What follows belongs to an exercise in optimizing a design on an open flow for small area, a short achievable clock period and few clock cycles per item; a production flow would make more cautious choices. The RTL of this run was laid out without a check of its function. Power is estimated from default activity; no workload was simulated.

==> flow/run.sh <==
#!/bin/bash
# synth_recipe.tcl (not shown) runs the flow's synth.tcl, then flattens the netlist and writes it again
# the make line also repeats each setting of config.mk as NAME=value (left out here)
make -C /OpenROAD-flow-scripts/flow DESIGN_CONFIG=/design/flow/config.mk WORK_HOME=/design/flow/orfs CLKGATE_MAP_FILE= SYNTH_SCRIPT=/design/flow/synth_recipe.tcl finish
==> flow/config.mk <==
export PLATFORM = sky130hd
export DESIGN_NAME = ddp
export DESIGN_NICKNAME = ddp
export VERILOG_FILES = /design/flow/design.v
export SDC_FILE = /design/flow/constraint.sdc
export NUM_CORES = 4
export LEC_CHECK = 0
export CAP_MARGIN = 20
export CORE_MARGIN = 2
export CORE_UTILIZATION = 30
export PLACE_DENSITY = 0.5
export SLEW_MARGIN = 20
==> flow/constraint.sdc <==
create_clock -name core_clock -period 12.5 [get_ports {clk}]
set_input_delay 2.5000 -clock core_clock [delete_from_list [all_inputs] [get_ports {clk}]]
set_output_delay 2.5000 -clock core_clock [all_outputs]
set_load 0.01 [all_outputs]
==> flow/design.v <==
module ddp #(
    parameter MAX_PAYLOAD_BYTES = 16
) (
    input  wire        clk,
    input  wire        rst,
    input  wire        bus_valid,
    input  wire        bus_we,
    input  wire [1:0]  bus_size,
    input  wire [18:0] bus_addr,
    input  wire [31:0] bus_wdata,
    output reg         rsp_valid,
    output reg         rsp_err,
    output wire [31:0] rsp_rdata
);
    localparam PB = 16;
    localparam MT = 17;
    localparam MF = 16;
    localparam ERR_OK    = 3'd0;
    localparam ERR_SHORT = 3'd1;
    localparam ERR_OOR   = 3'd2;
    localparam ERR_UNSUP = 3'd3;
    localparam ERR_BAD   = 3'd4;
    localparam S_IDLE = 3'd0;
    localparam S_FIN  = 3'd1;
    localparam S_EXT  = 3'd2;
    localparam S_NS   = 3'd3;
    localparam S_SCAN = 3'd4;
    reg [127:0] pbuf;           
    reg [87:0]  snap;           
    reg [11:0]  len_r;
    reg [31:0]  arg0, arg1, res0, cursor_r, err_bit;
    reg [5:0]   res1_lo;        
    reg [4:0]   res1_hi;        
    reg         st_busy, st_done, st_dd_valid, st_hit, st_wign;
    reg [2:0]   st_err;
    reg [23:0]  dd_mand;
    reg [5:0]   dd_flags;
    reg [5:0]   tido;
    reg [5:0]   dcnt;           
    reg [5:0]   tcnt;           
    reg [4:0]   sp_r, tp_r, mtp_r;
    reg [4:0]   fcnt;           
    reg [4:0]   lay_sp [0:MT-1];
    reg [4:0]   lay_tp [0:MT-1];
    reg [4:0]   fend   [0:MT-1];    
    reg [3:0]   fdv    [0:MF-1];    
    reg [2:0]   state;
    reg [2:0]   pend_err;
    reg         pend_ddv;
    reg [7:0]   cur;
    reg [5:0]   kidx;
    reg         fresh;
    reg [7:0]   amt;            
    reg         src_p;          
    reg [31:0]  pre_q;
    reg         dti_q, dti_h_q, fdi_q;
    reg [4:0]   fb_q;
    wire [127:0] sb;
    genvar gi;
    generate
        for (gi = 0; gi < PB; gi = gi + 1) begin : g_sb
            assign sb[127-8*gi -: 8] = pbuf[8*gi +: 8];
        end
    endgenerate
    wire [127:0] src = {sb[127:88], src_p ? sb[87:0] : snap};
    wire [191:0] big = {32'd0, src, 32'd0};
    wire [191:0] shl = big << amt;
    wire [31:0]  win = shl[191:160];
    wire [18:0] a = bus_addr;
    wire bus_error =
        (bus_size == 2'd1) || (bus_size == 2'd3) ||
        (bus_size == 2'd2 && a[1:0] != 2'b00) ||
        (bus_size == 2'd0 && a[18:12] != 7'h01) ||
        (a >= 19'h50000);
    wire host_wr = bus_valid && bus_we && !bus_error;
    wire wr_ok   = host_wr && !st_busy;
    wire wr_reg  = wr_ok && bus_size == 2'd2 && a[18:12] == 7'h00;
    wire issue   = wr_reg && a[11:0] == 12'h004;
    wire [31:0] c = bus_wdata;
    wire c_ext = (c == 32'd1);
    wire c_ns  = (c == 32'd2);
    wire c_dec = (c == 32'd3);
    wire c_lk  = (c == 32'd4);
    wire lenok = (len_r <= 12'd16);
    wire i_ext = c_ext && lenok;
    wire i_ns  = c_ns  && lenok;
    wire i_dec = c_dec && lenok;
    wire [4:0] L  = len_r[4:0];
    wire [7:0] L8 = {L, 3'b000};
    wire h_tds = (len_r >= 12'd4) && sb[127-24];
    reg  [5:0] h_t;
    reg        h_found;
    integer    hi;
    always @(*) begin
        h_t = 6'd0;
        h_found = 1'b0;
        for (hi = 43; hi >= 0; hi = hi - 1)
            if (sb[127-40-2*hi] && sb[127-41-2*hi]) begin
                h_t = hi;
                h_found = 1'b1;
            end
    end
    wire [5:0]  h_d1   = {1'b0, sb[127-35], sb[127-36], sb[127-37], sb[127-38], sb[127-39]} + 6'd1;
    wire [5:0]  h_T    = h_t + 6'd1;
    wire [11:0] h_prod = h_T * h_d1;
    wire [12:0] h_de   = 13'd40 + {6'd0, h_T, 1'b0} + {h_prod, 1'b0};
    wire        h_fail = !h_found || (h_de > {5'd0, L8});
    function [5:0] ns_width;           
        input [31:0] n;
        reg   [31:0] nm1;
        integer i;
        begin
            nm1 = n - 32'd1;
            ns_width = 6'd0;
            for (i = 0; i < 32; i = i + 1)
                if (nm1[i]) ns_width = i + 1;
        end
    endfunction
    function [31:0] lowmask;           
        input [5:0] n;
        integer i;
        begin
            for (i = 0; i < 32; i = i + 1)
                lowmask[i] = (i < n);
        end
    endfunction
    wire [5:0]  ns_w  = ns_width(arg1);
    wire [32:0] ns_m  = (33'd1 << ns_w) - {1'b0, arg1};
    wire [31:0] ns_x  = win & lowmask(ns_w);
    wire [31:0] ns_v  = ns_x >> 1;
    wire [32:0] p_w   = {1'b0, arg0} + {27'd0, ns_w};
    wire [32:0] p_wm1 = p_w - 33'd1;
    wire        ns_f1 = (ns_w >= 6'd2) && (p_wm1 > {25'd0, L8});
    wire        ns_lt = {1'b0, ns_v} < ns_m;
    wire        ns_f2 = p_w > {25'd0, L8};
    wire        ex_nok = (arg1 == 32'd0) || (arg1 > 32'd32);
    wire [32:0] ex_end = {1'b0, arg0} + {1'b0, arg1};
    wire        ex_oor = ex_nok || (ex_end > {25'd0, L8});
    wire [5:0] lk_k   = dd_mand[21:16] - tido;
    wire       lk_cus = dd_flags[3] || dd_flags[4] || dd_flags[5];
    wire       lk_hit = dd_flags[1] && ({1'b0, lk_k} < {1'b0, tcnt});
    wire [7:0] rem  = L8 - cur;
    wire       b0   = win[31];
    wire       b5   = win[26];
    wire       f_a  = (rem < 8'd1);
    wire       f_b  = b0 && (rem < 8'd5);
    wire       f_c  = b0 && (rem < 8'd6);
    wire       f_d  = b0 && b5 && (rem < 8'd10);
    wire       s_fail = f_a || f_b || f_c || f_d;
    wire [7:0] s_fpos = f_a ? cur : f_b ? cur + 8'd1 : f_c ? cur + 8'd5 : cur + 8'd6;
    wire       s_tdone = !b0 || !b5;
    wire [3:0] s_cons  = !b0 ? 4'd1 : !b5 ? 4'd6 : 4'd10;
    wire [1:0] s_nf    = !b0 ? 2'd0 : !b5 ? 2'd1 : 2'd2;
    wire [7:0] s_next  = cur + {4'd0, s_cons};
    wire [4:0] s_fcnt  = fcnt + {3'd0, s_nf};
    wire       s_last  = (kidx == tcnt - 6'd1);
    wire       s_end   = state == S_SCAN && (s_fail || (s_tdone && s_last));
    reg [1:0] idc;
    integer ii;
    always @(*) begin
        idc = 2'd0;
        for (ii = 0; ii < MT; ii = ii + 1)
            if (kidx == ii) idc = {sb[127-40-2*ii], sb[127-41-2*ii]};
    end
    wire [31:0] status_word = {24'd0, st_wign, st_hit, st_dd_valid, st_err, st_done, st_busy};
    wire [5:0]  tcnt_e  = st_dd_valid ? tcnt : 6'd0;
    wire [4:0]  ftot_e  = st_dd_valid ? fcnt : 5'd0;
    wire [31:0] adt     = lowmask(dcnt);
    wire [13:0] widx    = a[15:2];
    wire        k_ok    = (widx < {8'd0, tcnt_e});
    wire        kd_ok   = (a[15:3] < {7'd0, tcnt_e});
    wire [4:0]  kk      = a[6:2];
    wire        i_ok    = (widx < {9'd0, ftot_e});
    reg [31:0] pre_d;
    integer    ri;
    always @(*) begin
        pre_d = 32'd0;
        if (bus_size == 2'd0) begin
            if (a[11:4] == 8'd0) pre_d = {24'd0, pbuf[8*a[3:0] +: 8]};
        end else begin
            case (a[18:16])
                3'd0: begin
                    if (a[15:12] == 4'h0) begin
                        case (a[11:2])
                            10'h000: pre_d = 32'h0007_0010;
                            10'h002: pre_d = status_word;
                            10'h003: pre_d = {20'd0, len_r};
                            10'h004: pre_d = arg0;
                            10'h005: pre_d = arg1;
                            10'h006: pre_d = res0;
                            10'h007: pre_d = {11'd0, res1_hi, 10'd0, res1_lo};
                            10'h008: pre_d = cursor_r;
                            10'h009: pre_d = err_bit;
                            10'h00C: pre_d = st_dd_valid ? {8'd0, dd_mand} : 32'd0;
                            10'h00D: pre_d = st_dd_valid ? {26'd0, dd_flags} : 32'd0;
                            10'h00E: pre_d = st_dd_valid ? {10'd0, tcnt, 2'd0, dcnt, 2'd0, tido} : 32'd0;
                            10'h00F: pre_d = st_dd_valid ? {11'd0, mtp_r, 11'd0, sp_r} : 32'd0;
                            10'h010: pre_d = st_dd_valid ? adt : 32'd0;
                            10'h011: pre_d = {27'd0, ftot_e};
                            default: pre_d = 32'd0;
                        endcase
                    end else if (a[15:12] == 4'h1) begin
                        if (a[11:4] == 8'd0) pre_d = pbuf[32*a[3:2] +: 32];
                    end
                end
                3'd1: if (k_ok) pre_d = {11'd0, lay_tp[kk], 11'd0, lay_sp[kk]};
                3'd3: if (k_ok) pre_d = {27'd0, (kk == 5'd0) ? 5'd0 : fend[kk - 5'd1]};
                3'd4: if (i_ok) pre_d = {27'd0, {1'b0, fdv[a[5:2]]} + 5'd1};
                default: pre_d = 32'd0;
            endcase
        end
    end
    wire [10:0] dti_dk  = dcnt * a[7:3];
    wire [7:0]  dti_amt = 8'd72 + {1'b0, tcnt, 1'b0} + {dti_dk[6:0], 1'b0} + {2'd0, a[2], 5'd0};
    wire [31:0] dti_word;
    generate
        for (gi = 0; gi < 16; gi = gi + 1) begin : g_dti
            wire en = dti_h_q ? (gi + 16 < dcnt) : (gi < dcnt);
            assign dti_word[2*gi+1] = en && win[31-2*gi];
            assign dti_word[2*gi]   = en && win[30-2*gi];
        end
    endgenerate
    wire [4:0] fd_count = fb_q - pre_q[4:0];
    assign rsp_rdata = pre_q
                     | (dti_q ? dti_word : 32'd0)
                     | (fdi_q ? {11'd0, fd_count, 16'd0} : 32'd0);
    wire busy_next = issue || (st_busy && !(state == S_FIN || state == S_EXT || state == S_NS || s_end));
    integer i;
    always @(posedge clk) begin
        pre_q   <= pre_d;
        dti_q   <= (a[18:16] == 3'd2) && kd_ok && bus_size == 2'd2;
        dti_h_q <= a[2];
        fdi_q   <= (a[18:16] == 3'd3) && k_ok && bus_size == 2'd2;
        fb_q    <= fend[kk];
        src_p   <= busy_next;
        if (rst) begin
            rsp_valid   <= 1'b0;
            rsp_err     <= 1'b0;
            len_r       <= 12'd0;
            arg0        <= 32'd0;
            arg1        <= 32'd0;
            res0        <= 32'd0;
            res1_lo     <= 6'd0;
            res1_hi     <= 5'd0;
            cursor_r    <= 32'd0;
            err_bit     <= 32'd0;
            st_busy     <= 1'b0;
            st_done     <= 1'b0;
            st_err      <= 3'd0;
            st_dd_valid <= 1'b0;
            st_hit      <= 1'b0;
            st_wign     <= 1'b0;
            state       <= S_IDLE;
        end else begin
            rsp_valid <= bus_valid;
            rsp_err   <= bus_valid && bus_error;
            if (host_wr && st_busy) st_wign <= 1'b1;
            if (wr_ok && bus_size == 2'd0 && a[11:4] == 8'd0)
                pbuf[8*a[3:0] +: 8] <= bus_wdata[7:0];
            if (wr_ok && bus_size == 2'd2 && a[18:12] == 7'h01 && a[11:4] == 8'd0)
                pbuf[32*a[3:2] +: 32] <= bus_wdata;
            if (wr_reg) begin
                case (a[11:0])
                    12'h008: if (bus_wdata[1]) st_done <= 1'b0;
                    12'h00C: len_r <= bus_wdata[11:0];
                    12'h010: arg0  <= bus_wdata;
                    12'h014: arg1  <= bus_wdata;
                    default: ;
                endcase
            end
            if (issue) begin
                st_busy <= 1'b1;
                st_done <= 1'b0;
                st_err  <= 3'd0;
                st_wign <= 1'b0;
                pend_ddv <= 1'b0;
                if (i_ext) begin
                    state <= S_EXT;
                end else if (i_ns) begin
                    state <= S_NS;
                end else if (i_dec) begin
                    snap        <= sb[87:0];
                    st_dd_valid <= 1'b0;
                    st_hit      <= 1'b0;
                    dd_mand     <= sb[127:104];
                    dd_flags    <= (len_r >= 12'd4) ? {sb[127-28], sb[127-27], sb[127-26], sb[127-25], sb[127-24], 1'b1} : 6'd0;
                    tido        <= h_tds ? {sb[127-29], sb[127-30], sb[127-31], sb[127-32], sb[127-33], sb[127-34]} : 6'd0;
                    dcnt        <= h_tds ? h_d1 : 6'd0;
                    tcnt        <= h_tds ? h_T : 6'd0;
                    sp_r        <= 5'd0;
                    tp_r        <= 5'd0;
                    mtp_r       <= 5'd0;
                    fcnt        <= 5'd0;
                    kidx        <= 6'd0;
                    fresh       <= 1'b1;
                    cur         <= h_de[7:0];
                    err_bit     <= 32'd0;
                    cursor_r    <= 32'd0;
                    state       <= S_FIN;
                    if (len_r < 12'd3) begin
                        pend_err <= ERR_SHORT;
                    end else if (len_r == 12'd3) begin
                        pend_err <= ERR_OK; pend_ddv <= 1'b1; cursor_r <= 32'd24;
                    end else if (!h_tds) begin
                        pend_err <= ERR_OK; pend_ddv <= 1'b1; cursor_r <= 32'd29;
                    end else if (len_r == 12'd4) begin
                        pend_err <= ERR_OOR; err_bit <= 32'd29;
                    end else if (h_fail) begin
                        pend_err <= ERR_OOR; err_bit <= {24'd0, L8};
                    end else begin
                        state <= S_SCAN;
                    end
                end else if (c_lk) begin
                    state   <= S_FIN;
                    err_bit <= 32'd0;
                    if (st_dd_valid && lk_cus) begin
                        pend_err <= ERR_UNSUP;
                        st_hit <= 1'b0; res0 <= 32'd0; res1_lo <= 6'd0; res1_hi <= 5'd0;
                    end else if (st_dd_valid && lk_hit) begin
                        pend_err <= ERR_OK;
                        st_hit  <= 1'b1;
                        res0    <= {26'd0, lk_k};
                        res1_lo <= {1'b0, lay_sp[lk_k[4:0]]};
                        res1_hi <= lay_tp[lk_k[4:0]];
                    end else begin
                        pend_err <= ERR_OK;
                        st_hit <= 1'b0; res0 <= 32'd0; res1_lo <= 6'd0; res1_hi <= 5'd0;
                    end
                end else begin
                    state    <= S_FIN;
                    pend_err <= ERR_BAD;
                    err_bit  <= 32'd0;
                end
            end
            case (state)
                S_FIN: begin
                    st_busy <= 1'b0;
                    st_done <= 1'b1;
                    st_err  <= pend_err;
                    if (pend_ddv) st_dd_valid <= 1'b1;
                    state   <= S_IDLE;
                end
                S_EXT: begin
                    st_busy <= 1'b0;
                    st_done <= 1'b1;
                    state   <= S_IDLE;
                    if (ex_oor) begin
                        st_err <= ERR_OOR; err_bit <= arg0;
                        res0 <= 32'd0; res1_lo <= 6'd0; res1_hi <= 5'd0; cursor_r <= 32'd0;
                    end else begin
                        st_err <= ERR_OK; err_bit <= 32'd0;
                        res0 <= win & lowmask(arg1[5:0]);
                        res1_lo <= arg1[5:0]; res1_hi <= 5'd0;
                        cursor_r <= ex_end[31:0];
                    end
                end
                S_NS: begin
                    st_busy <= 1'b0;
                    st_done <= 1'b1;
                    state   <= S_IDLE;
                    res1_hi <= 5'd0;
                    if (arg1 == 32'd0 || (arg1 != 32'd1 && ns_f1)) begin
                        st_err <= ERR_OOR; err_bit <= arg0;
                        res0 <= 32'd0; res1_lo <= 6'd0; cursor_r <= 32'd0;
                    end else if (arg1 == 32'd1) begin
                        st_err <= ERR_OK; err_bit <= 32'd0;
                        res0 <= 32'd0; res1_lo <= 6'd0; cursor_r <= arg0;
                    end else if (ns_lt) begin
                        st_err <= ERR_OK; err_bit <= 32'd0;
                        res0 <= ns_v; res1_lo <= ns_w - 6'd1; cursor_r <= p_wm1[31:0];
                    end else if (ns_f2) begin
                        st_err <= ERR_OOR; err_bit <= p_wm1[31:0];
                        res0 <= 32'd0; res1_lo <= 6'd0; cursor_r <= 32'd0;
                    end else begin
                        st_err <= ERR_OK; err_bit <= 32'd0;
                        res0 <= ns_x - ns_m[31:0]; res1_lo <= ns_w; cursor_r <= p_w[31:0];
                    end
                end
                S_SCAN: begin
                    if (fresh) begin
                        case (idc)
                            2'd1: begin
                                tp_r <= tp_r + 5'd1;
                                if (tp_r + 5'd1 > mtp_r) mtp_r <= tp_r + 5'd1;
                            end
                            2'd2: begin
                                tp_r <= 5'd0;
                                sp_r <= sp_r + 5'd1;
                            end
                            default: ;
                        endcase
                    end
                    if (s_fail) begin
                        st_busy <= 1'b0; st_done <= 1'b1; state <= S_IDLE;
                        st_err <= ERR_OOR; err_bit <= {24'd0, s_fpos}; cursor_r <= 32'd0;
                    end else begin
                        cur   <= s_next;
                        fcnt  <= s_fcnt;
                        fresh <= s_tdone;
                        if (s_tdone) kidx <= kidx + 6'd1;
                        if (s_tdone && s_last) begin
                            st_busy <= 1'b0; st_done <= 1'b1; state <= S_IDLE;
                            st_err <= ERR_OK; st_dd_valid <= 1'b1;
                            cursor_r <= {24'd0, s_next};
                        end
                    end
                end
                default: ;
            endcase
        end
        if (issue && i_ext)
            amt <= arg0[7:0] + arg1[7:0];
        else if (issue && i_ns)
            amt <= arg0[7:0] + {2'd0, ns_w};
        else if (issue && i_dec)
            amt <= h_de[7:0] + 8'd32;
        else if (state == S_SCAN)
            amt <= s_next + 8'd32;
        else
            amt <= dti_amt;
        if (state == S_SCAN && fresh) begin
            for (i = 0; i < MT; i = i + 1)
                if (kidx == i) begin
                    lay_sp[i] <= sp_r;
                    lay_tp[i] <= tp_r;
                end
        end
        if (state == S_SCAN && s_tdone) begin
            for (i = 0; i < MT; i = i + 1)
                if (kidx == i) fend[i] <= s_fcnt;
        end
        if (state == S_SCAN && b0) begin
            for (i = 0; i < MF; i = i + 1) begin
                if (fcnt == i) fdv[i] <= win[30:27];
                if (b5 && fcnt + 5'd1 == i) fdv[i] <= win[25:22];
            end
        end
    end
endmodule
==> run notes <==
[cells in the final DEF, fill, tap and decap left out, types with 24 or more instances in the layout]
| cell | Yosys | final |
|---|---|---|
| nand2_1 | 923 | 923 |
| nor2_1 | 682 | 657 |
| edfxtp_1 | 622 | 622 |
| a21oi_1 | 489 | 487 |
| o21ai_0 | 422 | 420 |
| mux2i_1 | 306 | 306 |
| ha_1 | 285 | 285 |
| buf_4 | 6 | 284 |
| a22oi_1 | 256 | 256 |
| mux4_2 | 252 | 252 |
| dfxtp_1 | 245 | 238 |
| inv_1 | 223 | 223 |
| nand3_1 | 221 | 221 |
| nor3_1 | 173 | 157 |
| xnor2_1 | 139 | 138 |
| mux2_2 | 134 | 134 |
| clkbuf_16 | 0 | 104 |
| nand4_1 | 87 | 87 |
| and3_1 | 87 | 87 |
| a31oi_1 | 81 | 81 |
| a21o_1 | 78 | 78 |
| a22o_1 | 77 | 77 |
| a222oi_1 | 76 | 76 |
| clkdlybuf4s50_1 | 0 | 75 |
| a221oi_1 | 76 | 74 |
| xor2_1 | 68 | 68 |
| and2_1 | 64 | 65 |
| nor2b_1 | 57 | 57 |
| nand2b_1 | 56 | 56 |
| nor4_1 | 58 | 55 |
| o211ai_1 | 53 | 53 |
| a211oi_1 | 53 | 53 |
| o21a_1 | 46 | 46 |
| or3_1 | 45 | 44 |
| fa_1 | 36 | 36 |
| o21bai_1 | 36 | 35 |
| or2_2 | 34 | 34 |
| o22ai_1 | 33 | 33 |
| diode_2 | 0 | 24 |
| a211o_1 | 24 | 24 |
[registers in the layout, indices dropped and copies added (netlist names), 64 cells and up]
name,cells
pbuf,128
lay_tp,85
lay_sp,85
fdv,64
snap,88
fend,85
[cell families (layout without fill, tap and decap cells)]
logic type	count (synthesis)	count (layout)	share of synthesized area, %
AOI/OAI and AO/OA	2060	2060	20.10
xor gates and xnor gates	208	208	2.666
other	0	24	0
DFF	867	867	34.37
muxes	692	692	14.94
buffers and inverters	755	807	4.258
adders and majority gates	321	321	6.248
and+or+nand+nor	2592	2592	17.42
[cell type report]
type | instances | area, um2 | area share [%]
diodes | 24 | 60.06 | 0.07766
clock buffers | 133 | 2781 | 3.597
clock inverters | 63 | 758.2 | 0.9805
inverters | 232 | 885.9 | 1.146
multi-input cells | 5873 | 42430 | 54.86
flip-flops and latches | 867 | 23600 | 30.52
well taps | 3009 | 3765 | 4.868
repair buffers | 379 | 3055 | 3.951
[power by group through the flow]
| stage | Clock, mW | Combinational (mW) | Sequential (mW) |
|---|---|---|---|
| after floorplan | 0 | 3.06 | 3.33 |
| after global placement | 0 | 5.20 | 3.41 |
| after detailed placement | 0 | 5.19 | 3.41 |
| after CTS | 3.23 | 5.22 | 3.35 |
| after global routing | 3.34 | 5.68 | 3.36 |
| final | 3.23 | 5.46 | 3.36 |
[through the flow]
step	power (mW)	std cells
after floorplan	6.392	7495
after global placement	8.612	10360
after detailed placement	8.596	10360
after CTS	11.80	10560
after global routing	12.38	10560
final	12.05	10580
[worst register-to-register path: cells and delay by family, from the launching register on]
family	cells	cell delay, ns
AOI/OAI and AO/OA	14	4.29
xor gates and xnor gates	2	1.68
adders and majority gates	8	3.18
buffers and inverters	2	0.08
DFF	1	0.84
and+or+nand+nor	8	1.52
[layer usage]
metal / track usage (%) / part of all wire [%]
met1: 39.84 / 38
met2: 46.72 / 42
met3: 8.329 / 11
met4: 22.84 / 8.5
met5: 0.4902 / 0.052
[worst max-delay path by stage]
stage / start / end / slack, ns / depth (start not counted)
floorplan: bus_addr[0] / dcnt[0] / 1.62 / 13
global placement: pbuf[120] / err_bit[6] / 1.17 / 34
detailed placement: pbuf[120] / err_bit[6] / 1.12 / 34
CTS: pbuf[120] / err_bit[6] / 1.08 / 34
global route: arg1[0] / res0[9] / 0.40 / 38
finish: pbuf[120] / err_bit[7] / 0.86 / 34
==> impl_metrics.tcl <==
set metrics [dict create \
    status "no timing/DRC/antenna violations" \
    p_leak_nw 27.25 \
    synth.top_cell.area_share_pct 27.22 \
    power_frac_comb_pct 45.3 \
    synth-seq-cells 867 \
    slew_headroom_pct 14.74 \
    cts_made_buffers 104 \
    cts_resized 0 \
    hold_end "arg0[8]" \
    hold_path_class "reg2reg" \
    yosysMostFrequentCell "nand2_1" \
    rsz0062_at_grt "false" \
    hold_viol_final 0 \
    power_density_nw_per_um2 155.8 \
    ys_seq_area_share_pct 34.37 \
    hp-start "arg0[8]" \
    ys_async_sr_fraction_pct 0 \
    synth.distinct_cells 98 \
    finalSetupViolCount 0 \
    crit_family "compound AO/OA/AOI/OAI gates" \
    rrSetupSlack_ns 0.86 \
    final_util_pct 34.02 \
    fin_crit_sh_pct 93.14 \
    max-cap-violations 0 \
    fin_setup_tns_ns 0 \
    synth_flop_cell "edfxtp_1" \
    grt_remaining_overflow 0 \
    period_needed_ns 11.64 \
    pre_cts_slack_ns 1.115 \
    grt_pass1_wl_mm 520.2 \
    worstPathArrival_ns 12.35 \
    first_global_vias 63670 \
    crit_type "reg2reg" \
    clockPowerShare_pct 26.8 \
    clock_skew_ns 0.1084 \
    tightest_slew_ns 1.279 \
    slowest_delay_ns 0.97 \
    via_per_inst 6.467 \
    ant_nets 0 \
    r2r.worst_path.cells 34 \
    fmax_mhz 85.89 \
    ys_top_cells_by_count "nand2_1 (923), nor2_1 (682), edfxtp_1 (622), a21oi_1 (489), o21ai_0 (422)" \
    cts_hold_buf 0 \
    yosys-top-cells-area "edfxtp_1 (27%), mux4_2 (8.3%), dfxtp_1 (7.1%)" \
    syn_area_per_cell_um2 9.154 \
    netlist_instances 7495 \
    synth_fp_nets 7873 \
    drc 0 \
    dpl-instance-area_um2 73720 \
    design_area_um2 77330 \
    clockBufferDepth 3 \
    dr_total_vias 68420 \
    chipHeight_um 482.2 \
    drive_above_1_share_pct 13.26 \
    final_nets 7835 \
    post-cts-setup-buffers 0 \
    start_util_pct 30.19 \
    setup_ws_ns 0.8578 \
    syn_area_um2 68610 \
    dieArea_um2 232500 \
    wl_per_cell_um 35.86 \
    cp_max_fo 9 \
    seq_power_share_pct 27.9 \
    crit_slowest_cell "xnor2_1" \
    slew_violations 0 \
    fin_worst_hold_slack_ns 0.4554 \
    vdd.ir_drop.worst_mv 0.1613 \
    totalWireLength_mm 379.4 \
    p_int_mw 6.797 \
    r2r-end "err_bit[7]" \
    drt_iter0_markers 10900 \
    rows 175 \
    critPathLaunchType "register" \
    clkTransAtPathRegs_ns 0.07 \
    antenna_found_initial 34 \
    ioPinCount 91 \
    cts.root.buffer_cell "clkbuf_16" \
    cts_sinks 867 \
    crit_required_ns 13.21 \
    grt_max_degree 155 \
    die_w_um 482.2 \
    core_um2 227300 \
    portBuffers 90 \
    path_buf_inv 2 \
    cts_max_level 3 \
    grt_usage_pct 31.65 \
    critPathCaptureType "register" \
    worstReg2RegStart "pbuf[120]" \
    gp_congestion 1.034 \
    clock_latency_ns 0.85 \
    switching_share_pct 43.60 \
    syn2layout_area_growth_pct 12.72 \
    dp_hpwl_mm 280.0 \
    whs_path_depth 2 \
    synth_edf_count 622 \
    drtPass1Iterations 10 \
    synth_top_cell_by_area "edfxtp_1" \
    ys_warn_count 5 \
    p_switching_mw 5.255 \
    fillers 23420 \
    cts_tree "yes" \
]

==> port drivers added, routing unchanged <==
The results above use ideal ports. As a check the final layout listed here was re-extracted and re-timed, cells and wires unchanged.
Step 1 assumes that a clkbuf_16 drives the clock port and a buf_2 every other input.
Step 2 times the ports against the registers' clock, not the clock port: input delays grow and output delays shrink by t, the midpoint of the rising clock arrivals with the driver on.
a / b / c = no drivers / after step 1 / after step 2; a / b = the first two.
t, ns: 0.886
setup WS [ns]: 0.858 / 0.858 / 0.858
latest minus earliest clock arrival (ns): 0.110 / 0.110
slew at the worst register clock pin (ns): 0.07 / 0.07
After both steps setup and hold are still met in this run. The setup slack of this run moves by 0.000 ns with the drivers and by 0.000 ns with both steps.
